Source: an optimization exercise on an open RTL-to-GDS flow (aim: small area, a short achievable clock period and few clock cycles per item). Production flows keep margins and buffers that such runs may drop.
RTL that was checked went through simulation tests only; none was proved equivalent to the original.
Power is estimated from default activity; no workload was simulated.

// crc_frame_engine
module crc_frame_engine (
    input  wire        clk,
    input  wire        rst,         
    input  wire        req_valid,
    output wire        req_ready,
    input  wire        req_write,
    input  wire [6:0]  req_addr,    
    input  wire [1:0]  req_size,    
    input  wire [31:0] req_wdata,
    output reg         rsp_valid,
    output reg         rsp_err,     
    output reg  [31:0] rsp_rdata
);
Size in the first run: about 1,100 cells after synthesis, roughly 350 flip-flops, roughly 80 I/O pins, ~0.014 sq mm of cells after synthesis.
make LEC_CHECK=0 ABC_CLOCK_PERIOD_IN_PS=2500 CAP_MARGIN=20 CORE_MARGIN=2 CORE_UTILIZATION=40 CTS_CLUSTER_DIAMETER=100 CTS_CLUSTER_SIZE=25 SETUP_SLACK_MARGIN=3.6 SLEW_MARGIN=20 finish   # period 6.0 ns
run.sh (not shown) runs the stock make flow with config.mk's settings and CLKGATE_MAP_FILE= SYNTH_SCRIPT=/design/flow/synth_recipe.tcl, a recipe that flattens the netlist after the stock synthesis.
The first run ran to the end with no violations.
Then changed:
Settings changed: ABC_AREA from default to 1, ABC_CLOCK_PERIOD_IN_PS 2500 to default, SETUP_SLACK_MARGIN 3.6 to 3.5.
- routed wire length went up by 6.4%
- die area rose by 2.3%
- total power went up by about 0.7%
- sequential power barely changes
- via count is higher by about 11%
- core utilization went down by 1.3 points
- setup slack improves by 0.016 ns
Then changed:
Settings changed: ABC_AREA 1 to default, ABC_CLOCK_PERIOD_IN_PS from default to 2500, SETUP_SLACK_MARGIN 3.5 to 3.8.
What happened: Design area rose by 4.1%; synthesized cell count goes down by 23%; core utilization increases by 3.2 points; wire length decreases by 4.9%; worst setup slack is worse by 0.012 ns; power came out lower by 0.58%; worst hold slack hardly moves; global-route usage falls by 0.89 points; non-clock buffer count came out higher by 72; sequential power hardly moves; die area came out lower by 2.3%.
Function was not checked in any run of this note: the RTL went through the layout flow alone.

========
## lagoon
crc_frame_engine, a different RTL version from the one above (not shown whole).
Size in the first run: ~350 flip-flops, ~80 I/O pins.
==> flow/config.mk <==
export PLATFORM = sky130hd
export DESIGN_NAME = crc_frame_engine
export DESIGN_NICKNAME = crc_frame_engine
export VERILOG_FILES = /design/flow/design.v
export SDC_FILE = /design/flow/constraint.sdc
export NUM_CORES = 4
export LEC_CHECK = 0
export ABC_CLOCK_PERIOD_IN_PS = 2000
export CAP_MARGIN = 20
export CORE_MARGIN = 2
export CORE_UTILIZATION = 40
export SETUP_SLACK_MARGIN = 4.0
export SLEW_MARGIN = 20
==> flow/constraint.sdc <==
create_clock -name core_clock -period 6.0 [get_ports {clk}]
set_input_delay 1.2000 -clock core_clock [delete_from_list [all_inputs] [get_ports {clk}]]
set_output_delay 1.2000 -clock core_clock [all_outputs]
set_load 0.01 [all_outputs]
Testbench counts of lagoon, summed over its fixed seeds: cycles 11,055, transactions 10,424.
Inputs modified between lagoon and ember:
Settings: ABC_CLOCK_PERIOD_IN_PS: 2000 -> 2500; SETUP_SLACK_MARGIN: 4.0 -> 3.5.
==> results.txt <==
Wire length of the first global-routing pass: ember better than lagoon. Summary of ember over lagoon: fraction of the cycle the final worst path needs went up 1.3 points; final total power went down 120 uW. Of the two values seen for library cell contributing the largest single delay on the critical path, sky130_fd_sc_hd__nor4bb_4 was produced by ember and sky130_fd_sc_hd__or4b_4 by lagoon. Reported for lagoon and ember, count of distinct cell types in the synthesized netlist turned out identical to the last digit. Number of flops mapped to enable cells by yosys: ember vs lagoon — no meaningful difference. The sequential share of layout area in ember sits 3.6 points above the value recorded for lagoon.

========
## wip/nickel
crc_frame_engine, a different RTL version from the one above (not shown whole).
For scale: about 1100 cells after synthesis, roughly 80 I/O pins.
==> flow/config.mk <==
export PLATFORM = sky130hd
export DESIGN_NAME = crc_frame_engine
export DESIGN_NICKNAME = crc_frame_engine
export VERILOG_FILES = /design/flow/design.v
export SDC_FILE = /design/flow/constraint.sdc
export NUM_CORES = 4
export LEC_CHECK = 0
export ABC_CLOCK_PERIOD_IN_PS = 1800
export CAP_MARGIN = 20
export CORE_MARGIN = 2
export CORE_UTILIZATION = 40
export CTS_CLUSTER_DIAMETER = 100
export CTS_CLUSTER_SIZE = 25
export SETUP_SLACK_MARGIN = 3.7
export SLEW_MARGIN = 20
==> flow/constraint.sdc <==
create_clock -name core_clock -period 6.0 [get_ports {clk}]
set_input_delay 1.2000 -clock core_clock [delete_from_list [all_inputs] [get_ports {clk}]]
set_output_delay 1.2000 -clock core_clock [all_outputs]
set_load 0.01 [all_outputs]
standard.sh (not shown) runs the stock make flow with config.mk's settings and CLKGATE_MAP_FILE= SYNTH_SCRIPT=/design/flow/synth_recipe.tcl, a recipe that flattens the netlist after the stock synthesis.
==> flow/flow/run.sh <==
#!/bin/bash
# The standard layout (standard.sh, unchanged synthesis and steps), with the
# port buffers that global placement inserts made of buf_2 cells instead of
# the default delay-buffer cells. Every port is still buffered.
set -euo pipefail
export BUFFER_PORTS_ARGS="-buffer_cell sky130_fd_sc_hd__buf_2"
bash standard.sh > standard_flow.log 2>&1
wip/nickel went all the way through the flow, and no timing, DRC or antenna check failed.
Testbench counts of wip/nickel, summed over its fixed seeds: cycles 11,055, transactions 10,424.
## Diff of input files: wip/delta against wip/nickel
-- flow/config.mk --
<<< wip/nickel, line 12
export CTS_CLUSTER_DIAMETER = 100
export CTS_CLUSTER_SIZE = 25
export SETUP_SLACK_MARGIN = 3.7
export SLEW_MARGIN = 20
>>> wip/delta, line 12
export CTS_CLUSTER_DIAMETER = 100
export CTS_CLUSTER_SIZE = 25
export SETUP_SLACK_MARGIN = 3.8
export SLEW_MARGIN = 20
Findings:
- wip/delta finished all stages; the layout is clean.
- Compared with wip/nickel, wip/delta shows power higher by about 0.4%.
- wip/delta: global-route wire length before repair higher than wip/nickel
- Compare wip/delta and wip/nickel | non-clock buffer count higher: wip/delta
- From wip/nickel to wip/delta the numbers moved as follows: clock-pin transition on the worst setup and hold timing paths did not really move, global-route usage over all layers went up, clock power did not really move, register-to-register slack went up.
#### Input delta (wip/indigo over wip/delta)
==> flow/run.sh (new file) <==
#!/bin/bash
# synth_recipe.tcl (not shown) runs the flow's synth.tcl, then flattens the netlist and writes it again
# the make line also repeats each setting of config.mk as NAME=value (left out here)
make -C /OpenROAD-flow-scripts/flow DESIGN_CONFIG=/design/flow/config.mk WORK_HOME=/design/flow/orfs CLKGATE_MAP_FILE= SYNTH_SCRIPT=/design/flow/synth_recipe.tcl finish
removed: flow/flow/run.sh
removed: flow/standard.sh
Notes after the runs:
Run comparison: wip/delta highest signal layer in the routed design met5; wip/indigo highest signal layer in the routed design met4. wip/indigo vs. wip/delta: instance area after placement now sits higher; non-clock buffer instance count of the final layout shows an increase of 15; detailed-routing wirelength on met1 shows an increase of about 4%.
--- input diff wip/indigo..wip/umber ---
==> flow/flow/run.sh (new file) <==
#!/bin/bash
# The standard layout (standard.sh, unchanged synthesis and steps), with the
# port buffers that global placement inserts made of buf_2 cells instead of
# the default delay-buffer cells. Every port is still buffered.
set -euo pipefail
export BUFFER_PORTS_ARGS="-buffer_cell sky130_fd_sc_hd__buf_2"
bash standard.sh > standard_flow.log 2>&1
==> flow/standard.sh (new file) <==
#!/bin/bash
# synth_recipe.tcl (not shown) runs the flow's synth.tcl, then flattens the netlist and writes it again
# the make line also repeats each setting of config.mk as NAME=value (left out here)
make -C /OpenROAD-flow-scripts/flow DESIGN_CONFIG=/design/flow/config.mk WORK_HOME=/design/flow/orfs CLKGATE_MAP_FILE= SYNTH_SCRIPT=/design/flow/synth_recipe.tcl "${@:-finish}"
-- flow/config.mk --
<<< wip/indigo, line 6
export NUM_CORES = 4
export LEC_CHECK = 0
export ABC_CLOCK_PERIOD_IN_PS = 1800
export CAP_MARGIN = 20
export CORE_MARGIN = 2
>>> wip/umber, line 6
export NUM_CORES = 4
export LEC_CHECK = 0
export ABC_AREA = 1
export CAP_MARGIN = 20
export CORE_MARGIN = 2
removed: flow/run.sh
Results
- Comparing wip/umber with wip/indigo, the clock-pin transition on the worst setup and hold timing paths came out essentially unchanged.
- Summary of wip/umber over wip/indigo: hold slack shows a reduction of 0.0067 ns; maximum frequency shows no meaningful change; sequential power shows no meaningful change; number of ordinary inverters in the final layout shows an increase of 129.
Setup changes, wip/umber to wip/maple
==> flow/run.sh (new file) <==
#!/bin/bash
# synth_recipe.tcl (not shown) runs the flow's synth.tcl, then flattens the netlist and writes it again
# the make line also repeats each setting of config.mk as NAME=value (left out here)
make -C /OpenROAD-flow-scripts/flow DESIGN_CONFIG=/design/flow/config.mk WORK_HOME=/design/flow/orfs CLKGATE_MAP_FILE= SYNTH_SCRIPT=/design/flow/synth_recipe.tcl finish
==> flow/config.mk <==
export PLATFORM = sky130hd
export DESIGN_NAME = crc_frame_engine
export DESIGN_NICKNAME = crc_frame_engine
export VERILOG_FILES = /design/flow/design.v
export SDC_FILE = /design/flow/constraint.sdc
export NUM_CORES = 4
export LEC_CHECK = 0
export ABC_CLOCK_PERIOD_IN_PS = 2500
export CAP_MARGIN = 20
export CORE_MARGIN = 2
export CORE_UTILIZATION = 40
export CTS_CLUSTER_DIAMETER = 100
export CTS_CLUSTER_SIZE = 25
export SETUP_SLACK_MARGIN = 3.6
export SLEW_MARGIN = 20
removed: flow/flow/run.sh
removed: flow/standard.sh
==> results.txt <==
Going from wip/umber to wip/maple, number of logic inverters in the finished layout shrinks by 129.
Synthesized cell count of wip/maple falls short of that of wip/umber by more than 10%.
Of wip/umber and wip/maple, the run reporting the higher worst setup slack was wip/umber.
A combinational family with the most area after synthesis of compound AO/OA/AOI/OAI gates is what wip/maple shows, while simple AND/OR/NAND/NOR gates belongs to wip/umber.
Worst hold slack: wip/maple > wip/umber

========
crc_frame_engine, a different RTL version from the one above (not shown whole).
Size in the first run: roughly 280 flip-flops, ~80 I/O pins.
Settings: LEC_CHECK=0, CAP_MARGIN=20, CORE_MARGIN=2, CORE_UTILIZATION=40, SLEW_MARGIN=20; clock period 6.0 ns.
run.sh (not shown) runs the stock make flow with config.mk's settings and CLKGATE_MAP_FILE= SYNTH_SCRIPT=/design/flow/synth_recipe.tcl, a recipe that flattens the netlist after the stock synthesis.
Stock flow here: none of the scripts above is used.
Testbench counts at the start, summed over its fixed seeds: cycles 10,991, transactions 10,424.
==> next run, changes <==
ABC_CLOCK_PERIOD_IN_PS = 3000   (was unset)
SETUP_SLACK_MARGIN = 2.5   (was unset)
Effect:
- The new run completed with no timing, DRC or antenna violations
- clock skew fell by 0.0049 ns
- clock-buffer cell count went up by 6
- sequential power hardly moves
- non-clock buffer count came out higher by 169
- cell area grows by 18%
- clock power is about the same
- total power rose by 2.5%
- combinational power went up by 35%
- worst hold slack gets worse by 0.011 ns
- final cell count goes up by 9.9%
- core utilization goes up by 8.3 points

afterwards: timing with drivers on the ports:
Ports are ideal in the flow. The routed layouts listed here were re-timed in OpenROAD. Step 1: set_driving_cell puts a clkbuf_16 on clk and a buf_2 on each other input, an assumption about the parent block. Step 2 adds t to the input delays and takes it off the output delays; t is the mean of the earliest and latest rising clock arrival at the registers after step 1. Input paths then give back, and output paths get back, about the clock's delay inside the block. Slacks: ideal ports / drivers / drivers and shift; pairs: ideal ports / drivers.
run | shift t [ns] | setup slack, ns | latest minus earliest clock arrival (ns)
the first run of note 1 | 0.577 | 3.530 / 3.549 / 2.972 | 0.019 / 0.019
the second run of note 1 | 0.585 | 3.545 / 3.505 / 3.054 | 0.032 / 0.031
the third run of note 1 | 0.552 | 3.534 / 3.549 / 2.997 | 0.014 / 0.014
lagoon | 0.586 | 3.637 / 3.659 / 3.073 | 0.024 / 0.024
ember | 0.579 | 3.557 / 3.551 / 3.009 | 0.021 / 0.021
wip/nickel | 0.574 | 3.719 / 3.668 / 3.311 | 0.028 / 0.027
wip/delta | 0.575 | 3.756 / 3.707 / 3.364 | 0.042 / 0.042
wip/indigo | 0.578 | 3.770 / 3.720 / 3.262 | 0.036 / 0.037
wip/umber | 0.583 | 3.771 / 3.717 / 3.442 | 0.030 / 0.029
wip/maple | 0.573 | 3.637 / 3.583 / 3.139 | 0.017 / 0.017
the first run of note 4 | 0.611 | 0.529 / 0.481 / 1.092 | 0.029 / 0.029
the second run of note 4 | 0.617 | 1.922 / 1.869 / 1.944 | 0.023 / 0.023
After both steps setup and hold are still met in every run listed. For lagoon, which loses most, drivers alone change the setup slack by +0.022 ns; drivers and shift together by -0.564 ns.
